This is an optimization exercise on Yosys and OpenROAD, whose aim is small area, not a production implementation. Only simulation tests tie the RTL to the original design; equivalence was not proved. Power figures rest on the tool's default switching activity, not on a simulated workload.

Design ir_pulse_encoder, start of the top module:
module ir_pulse_encoder (
    input  wire        clk,
    input  wire        rst,           
    input  wire        cmd_valid,
    output wire        cmd_ready,
    input  wire [31:0] cmd_data,
    output wire        rsp_valid,
    output wire [2:0]  rsp_code,
    output wire        pay_req,
    output wire [15:0] pay_addr,
    input  wire        pay_ack,
    input  wire [7:0]  pay_data,
    output wire        drv_valid,
    output wire [31:0] drv_q0,
    output wire [31:0] drv_q1,
    output wire [31:0] drv_q2,
    input  wire        drv_done,
    input  wire        drv_fault
);
Settings: LEC_CHECK=0, CAP_MARGIN=20, CORE_MARGIN=2, CORE_UTILIZATION=65, PLACE_DENSITY=0.75, SLEW_MARGIN=20; clock period 5.0 ns.
standard.sh (not shown) runs the stock make flow with config.mk's settings and CLKGATE_MAP_FILE= SYNTH_SCRIPT=/design/flow/synth_recipe.tcl, a recipe that flattens the netlist after the stock synthesis.
==> flow/flow/run.sh <==
#!/bin/bash
# Own layout flow: the standard ORFS flow (standard.sh, with the standard flow's
# synthesis script synth_recipe.tcl, floorplan, power grid, placement and
# routing) with these knobs:
#  - ABC maps the logic with an area-oriented script (flow/abc_map.script:
#    &nf with a relaxed delay target) instead of ORFS's delay-oriented
#    abc_speed.script. ORFS picks the script from $SCRIPTS_DIR, so the flow
#    runs on a copy of ORFS's scripts folder in which only abc_speed.script
#    is replaced. Registers are mapped before ABC runs and are untouched.
#    A register Yosys leaves unnamed gets a numbered name that depends on the
#    cell count, so the flow first runs the standard synthesis unchanged and
#    gives each register its name from there (flow/match_names.py);
#  - the port buffers are the smallest buffer, sky130_fd_sc_hd__buf_1;
#  - constant outputs share one tie cell (no tie fanout repair);
set -euo pipefail
here=$(pwd)
results="$here/orfs/results/$FLOW_PLATFORM/ir_pulse_encoder/base"

# reference: the standard synthesis, for the register names
bash standard.sh synth > standard_synth.log 2>&1
cp "$results/1_2_yosys.v" "$here/reference_yosys.v"
rm -rf "$here/orfs"

rm -rf "$here/orfs_scripts"
cp -r --preserve=mode "$FLOW_HOME/scripts" "$here/orfs_scripts"
cp "$here/flow/abc_map.script" "$here/orfs_scripts/abc_speed.script"
CTS="-sink_clustering_enable -repair_clock_nets -dont_use_dummy_load"
CTS="$CTS -buf_list sky130_fd_sc_hd__clkbuf_4"
CTS="$CTS -sink_clustering_size 12 -sink_clustering_max_diameter 35"
knobs=("SCRIPTS_DIR=$here/orfs_scripts"
       "BUFFER_PORTS_ARGS=-buffer_cell sky130_fd_sc_hd__buf_1"
       "SKIP_REPAIR_TIE_FANOUT=1"
       "CTS_ARGS=$CTS")

bash standard.sh "${knobs[@]}" "$results/1_2_yosys.v" > standard_flow_synth.log 2>&1
python3 "$here/flow/match_names.py" "$here/reference_yosys.v" "$results/1_2_yosys.v" > match_names.log 2>&1
bash standard.sh "${knobs[@]}" finish > standard_flow.log 2>&1
Other scripts of this flow, unchanged in this note and not shown: flow/flow/abc_map.script, flow/flow/match_names.py
Edit:
--- a/flow/flow/run.sh
+++ b/flow/flow/run.sh
@@ -29 +29 @@
-CTS="$CTS -sink_clustering_size 12 -sink_clustering_max_diameter 35"
+CTS="$CTS -sink_clustering_size 10 -sink_clustering_max_diameter 35"
Effect:
- The changed run finished clean
- sequential cell count stays the same
- die area stays the same
- clock-buffer cell count rose by 3
- hold slack gets worse by 0.021 ns
- total power increases by 0.57%
- area after synthesis is unchanged
- via count rose by 0.58%
- maximum frequency is lower by 1.8%
- final cell count stays flat


The RTL this note starts from:
==> flow/design.v <==
module ir_pulse_encoder (
    input  wire        clk,
    input  wire        rst,           
    input  wire        cmd_valid,
    output wire        cmd_ready,
    input  wire [31:0] cmd_data,
    output wire        rsp_valid,
    output wire [2:0]  rsp_code,
    output wire        pay_req,
    output wire [15:0] pay_addr,
    input  wire        pay_ack,
    input  wire [7:0]  pay_data,
    output wire        drv_valid,
    output wire [31:0] drv_q0,
    output wire [31:0] drv_q1,
    output wire [31:0] drv_q2,
    input  wire        drv_done,
    input  wire        drv_fault
);
    localparam [4:0] S_W0    = 5'd6,
                     S_W1    = 5'd7,
                     S_W2    = 5'd8,
                     S_CHECK = 5'd9,
                     S_PRD   = 5'd10,
                     S_PACK  = 5'd11,
                     S_OK    = 5'd12,
                     S_FLT   = 5'd13,
                     S_RING  = 5'd16,
                     S_DRV   = 5'd24;
    reg [4:0]  s;
    reg [2:0]  c;                
    reg        illegal;
    reg        order;
    reg [7:0]  duty;
    reg [15:0] nbytes;
    reg [31:0] freq;
    reg [31:0] r0, r1, r2, r3, r4, r5;
    reg [15:0] rep;              
    reg [15:0] addr;             
    reg [2:0]  bcnt;             
    wire [2:0] idx      = s[2:0];
    wire       in_load  = (s[4:3] == 2'b00) && (idx <= 3'd5);
    wire       in_ring  = (s[4:3] == 2'b10);
    wire       in_drv   = (s[4:3] == 2'b11);
    wire       at_slot  = (c == idx);
    wire       is_mark  = ~idx[0] & ~idx[2];         
    assign cmd_ready = (s == S_W0) || (s == S_W1) || (s == S_W2) ||
                       (in_load && at_slot);
    wire take = cmd_valid && cmd_ready;
    wire bad_freq = (freq == 32'd0);
    wire bad_duty = (duty > 8'd100);
    wire refuse   = illegal | bad_freq | bad_duty;
    assign rsp_valid = ((s == S_CHECK) && refuse) || (s == S_OK) || (s == S_FLT);
    assign rsp_code  = (s == S_CHECK) ? (illegal  ? 3'd5 :
                                         bad_freq ? 3'd1 : 3'd2) :
                       (s == S_FLT)   ? 3'd4 : 3'd0;
    assign pay_req  = (s == S_PRD);
    assign pay_addr = addr;
    assign drv_valid = in_ring && at_slot && !(idx == 3'd2 && addr == nbytes);
    assign drv_q0    = {is_mark, 23'd0, duty & {8{is_mark}}};
    assign drv_q1    = r5;
    assign drv_q2    = freq & {32{is_mark}};
    wire [2:0] bpos    = order ? bcnt : ~bcnt;
    wire       pay_bit = pay_data[bpos];
    always @(posedge clk) begin
        r0 <= (in_load && at_slot && cmd_valid) ? cmd_data : r5;
        r1 <= r0;
        r2 <= r1;
        r3 <= r2;
        r4 <= r3;
        r5 <= r4;
    end
    always @(posedge clk) begin
        if (rst) begin
            s <= S_W0;
            c <= 3'd0;
        end else begin
            c <= (c == 3'd5) ? 3'd0 : c + 3'd1;
            case (s)
            S_W0: if (cmd_valid) begin
                illegal <= (cmd_data[31:24] != 8'h01) || (cmd_data[23:9] != 15'd0);
                order   <= cmd_data[8];
                duty    <= cmd_data[7:0];
                s       <= S_W1;
            end
            S_W1: if (cmd_valid) begin
                rep    <= cmd_data[31:16];
                nbytes <= cmd_data[15:0];
                s      <= S_W2;
            end
            S_W2: if (cmd_valid) begin
                freq <= cmd_data;
                s    <= 5'd0;
            end
            S_CHECK: begin
                addr <= 16'd0;
                bcnt <= 3'd0;
                s    <= refuse ? S_W0 : S_RING + 5'd0;
            end
            S_PRD: s <= S_PACK;
            S_PACK: if (pay_ack) s <= pay_bit ? S_RING + 5'd3 : S_RING + 5'd4;
            S_OK, S_FLT: s <= S_W0;
            default: begin
                if (in_load) begin
                    if (take) s <= (idx == 3'd5) ? S_CHECK : s + 5'd1;
                end else if (in_ring) begin
                    if (idx == 3'd2 && addr == nbytes) s <= S_RING + 5'd5;
                    else if (at_slot) s <= S_DRV + {2'b00, idx};
                end else if (in_drv) begin
                    if (drv_done) begin
                        if (drv_fault) s <= S_FLT;
                        else case (idx)
                        3'd0: s <= S_RING + 5'd1;
                        3'd1: s <= S_RING + 5'd2;
                        3'd2: s <= S_PRD;
                        3'd5: begin
                            if (rep == 16'd0) s <= S_OK;
                            else begin
                                rep  <= rep - 16'd1;
                                addr <= 16'd0;
                                bcnt <= 3'd0;
                                s    <= S_RING + 5'd0;
                            end
                        end
                        default: begin   
                            bcnt <= bcnt + 3'd1;
                            if (bcnt == 3'd7) addr <= addr + 16'd1;
                            s <= S_RING + 5'd2;
                        end
                        endcase
                    end
                end else begin
                    s <= S_W0;
                end
            end
            endcase
        end
    end
endmodule
export LEC_CHECK = 0
export CAP_MARGIN = 20
export CORE_MARGIN = 2
export CORE_UTILIZATION = 40
export PLACE_DENSITY = 0.6
export SLEW_MARGIN = 20
create_clock -name core_clock -period 5.0 [get_ports {clk}]
run.sh (not shown) runs the stock make flow with config.mk's settings and CLKGATE_MAP_FILE= SYNTH_SCRIPT=/design/flow/synth_recipe.tcl, a recipe that flattens the netlist after the stock synthesis.
Stock flow here: none of the scripts above is used.
Next try:
Settings changed: CORE_UTILIZATION 40 to 60, CTS_BUF_LIST set to sky130_fd_sc_hd__clkbuf_2 sky130_fd_sc_hd__clkbuf_4 sky130_fd_sc_hd__clkbuf_8, PLACE_DENSITY 0.6 to 0.8.
=>
- clock-buffer cell count climbs by 24
- setup slack is better by 0.040 ns
- sequential power is about the same
- global-route usage went up by 11 points
- sequential cell count stays the same
- clock power goes up by about 2%


Another version of the RTL of ir_pulse_encoder (not shown whole).
Size in the first run: about 290 flip-flops, ~8900 sq um of cells after synthesis.
export LEC_CHECK = 0
export CAP_MARGIN = 20
export CORE_MARGIN = 2
export CORE_UTILIZATION = 40
export PLACE_DENSITY = 0.6
export SLEW_MARGIN = 20
create_clock -name core_clock -period 5.0 [get_ports {clk}]
standard.sh (not shown) runs the stock make flow with config.mk's settings and CLKGATE_MAP_FILE= SYNTH_SCRIPT=/design/flow/synth_recipe.tcl, a recipe that flattens the netlist after the stock synthesis.
==> flow/flow/run.sh <==
#!/bin/bash
# Own layout flow: the standard ORFS flow (standard.sh: unchanged
# synthesis, floorplan, power grid, placement and routing) with these knobs:
#  - the port buffers are the smallest buffer, sky130_fd_sc_hd__buf_1;
#  - constant outputs share one tie cell (no tie fanout repair);
#  - the clock tree uses one clock buffer type on clusters of flip-flops and
#    no dummy loads;
# The make output goes to standard_flow.log; each ORFS step keeps its own
# log under orfs/logs/.
set -euo pipefail
CTS="-sink_clustering_enable -repair_clock_nets -dont_use_dummy_load"
CTS="$CTS -buf_list sky130_fd_sc_hd__clkbuf_4"
CTS="$CTS -sink_clustering_size 10 -sink_clustering_max_diameter 35"
bash standard.sh "BUFFER_PORTS_ARGS=-buffer_cell sky130_fd_sc_hd__buf_1" \
    "SKIP_REPAIR_TIE_FANOUT=1" \
    "CTS_ARGS=$CTS" finish > standard_flow.log 2>&1
The starting point passed the timing, design-rule and antenna checks.
Then changed:
--- a/flow/flow/run.sh
+++ b/flow/flow/run.sh
@@ -5,5 +5,5 @@
 #  - constant outputs share one tie cell (no tie fanout repair);
 #  - the clock tree uses one clock buffer type on clusters of flip-flops and
-#    no dummy loads;
+#    no dummy loads.
 # The make output goes to standard_flow.log; each ORFS step keeps its own
 # log under orfs/logs/.
CORE_UTILIZATION = 65   (was 40)
PLACE_DENSITY = 0.75   (was 0.6)
The new run completed without violations.
Hold slack gets better by 19 ps.
Sequential power is higher by about 1%.
Worst setup slack gets better by 150 ps.
Global-route usage is higher by 9.8 points.
Wire length is lower by 0.70%.
Core utilization is higher by 28 points.
Final cell count is lower by 9.2%.
Critical path depth is higher by 1.
Sequential share of layout area is higher by 1.0 points.
Via count is higher by 3.4%.
Design area is lower by 1.7%.
Then changed:
--- a/flow/flow/run.sh
+++ b/flow/flow/run.sh
@@ -5,5 +5,5 @@
 #  - constant outputs share one tie cell (no tie fanout repair);
 #  - the clock tree uses one clock buffer type on clusters of flip-flops and
-#    no dummy loads.
+#    no dummy loads;
 # The make output goes to standard_flow.log; each ORFS step keeps its own
 # log under orfs/logs/.
@@ -11,5 +11,5 @@
 CTS="-sink_clustering_enable -repair_clock_nets -dont_use_dummy_load"
 CTS="$CTS -buf_list sky130_fd_sc_hd__clkbuf_4"
-CTS="$CTS -sink_clustering_size 10 -sink_clustering_max_diameter 35"
+CTS="$CTS -sink_clustering_size 12 -sink_clustering_max_diameter 40"
 bash standard.sh "BUFFER_PORTS_ARGS=-buffer_cell sky130_fd_sc_hd__buf_1" \
     "SKIP_REPAIR_TIE_FANOUT=1" \
CORE_UTILIZATION = 40   (was 65)
PLACE_DENSITY = 0.6   (was 0.75)
Combinational power hardly moves.
Clock skew decreases by 28 ps.
Worst hold slack gets worse by 23 ps.
Sequential power went down by about 1%.
Utilization falls by 28 points.
Synthesized area does not change.
Total power drops by 1.1%.
Sequential share of layout area came out lower by 0.82 points.
Then changed:
--- a/flow/flow/run.sh
+++ b/flow/flow/run.sh
@@ -5,5 +5,5 @@
 #  - constant outputs share one tie cell (no tie fanout repair);
 #  - the clock tree uses one clock buffer type on clusters of flip-flops and
-#    no dummy loads;
+#    no dummy loads.
 # The make output goes to standard_flow.log; each ORFS step keeps its own
 # log under orfs/logs/.
@@ -11,5 +11,5 @@
 CTS="-sink_clustering_enable -repair_clock_nets -dont_use_dummy_load"
 CTS="$CTS -buf_list sky130_fd_sc_hd__clkbuf_4"
-CTS="$CTS -sink_clustering_size 12 -sink_clustering_max_diameter 40"
+CTS="$CTS -sink_clustering_size 10 -sink_clustering_max_diameter 35"
 bash standard.sh "BUFFER_PORTS_ARGS=-buffer_cell sky130_fd_sc_hd__buf_1" \
     "SKIP_REPAIR_TIE_FANOUT=1" \
CORE_UTILIZATION = 80   (was 40)
PLACE_DENSITY = 0.88   (was 0.6)
After rerunning: Worst hold slack hardly moves. Die area came out lower by 49%. Cell count came out lower by 12%. Count of clock-buffer cells in the layout stays the same. Total power came out higher by 4.1%.
Then changed:
CORE_UTILIZATION = 40   (was 80)
PLACE_DENSITY = 0.6   (was 0.88)
Power came out lower by about 3%. Non-clock buffer count decreases by 1. Core utilization fell by 43 points. Via count is lower by about 12%. Final cell count went up by 14%. Critical path depth decreases by 1. Area after synthesis stays the same. Sequential power went down by about 4%.

[static timing again, ports no longer ideal]
Ports are ideal in the flow. The routed layouts listed here were re-timed in OpenROAD. Step 1, drivers: a clkbuf_16 drives clk and a buf_2 each remaining input, both assumed. Step 2 adds t to the input delays and takes it off the output delays; t is the mean of the earliest and latest rising clock arrival at the registers after step 1. Input paths then give back, and output paths get back, about the clock's delay inside the block. Slacks: no drivers / after step 1 / after step 2; pairs: no drivers / after step 1.
run | t (ns) | slack for setup (ns) | hold WS [ns] | worst setup path at the end
the first run of note 1 | 0.617 | 1.228 / 1.193 / 1.476 | 0.290 / 0.290 / 0.290 | input to register
the second run of note 1 | 0.586 | 1.158 / 1.124 / 1.463 | 0.268 / 0.268 / 0.268 | input to register
the first run of note 2 | 0.567 | 0.813 / 0.769 / 1.335 | 0.320 / 0.320 / 0.320 | register to output
the second run of note 2 | 0.582 | 0.853 / 0.814 / 1.396 | 0.324 / 0.324 / 0.324 | register to output
the first run of note 3 | 0.637 | 1.160 / 1.121 / 1.759 | 0.280 / 0.280 / 0.280 | register to output
the second run of note 3 | 0.635 | 1.311 / 1.274 / 1.757 | 0.299 / 0.299 / 0.299 | register to register
the third run of note 3 | 0.631 | 1.146 / 1.107 / 1.738 | 0.277 / 0.277 / 0.277 | register to output
the fourth run of note 3 | 0.621 | 1.238 / 1.203 / 1.632 | 0.274 / 0.274 / 0.274 | register to register
the fifth run of note 3 | 0.637 | 1.160 / 1.121 / 1.759 | 0.280 / 0.280 / 0.280 | register to output
After both steps every run listed still meets setup and hold.
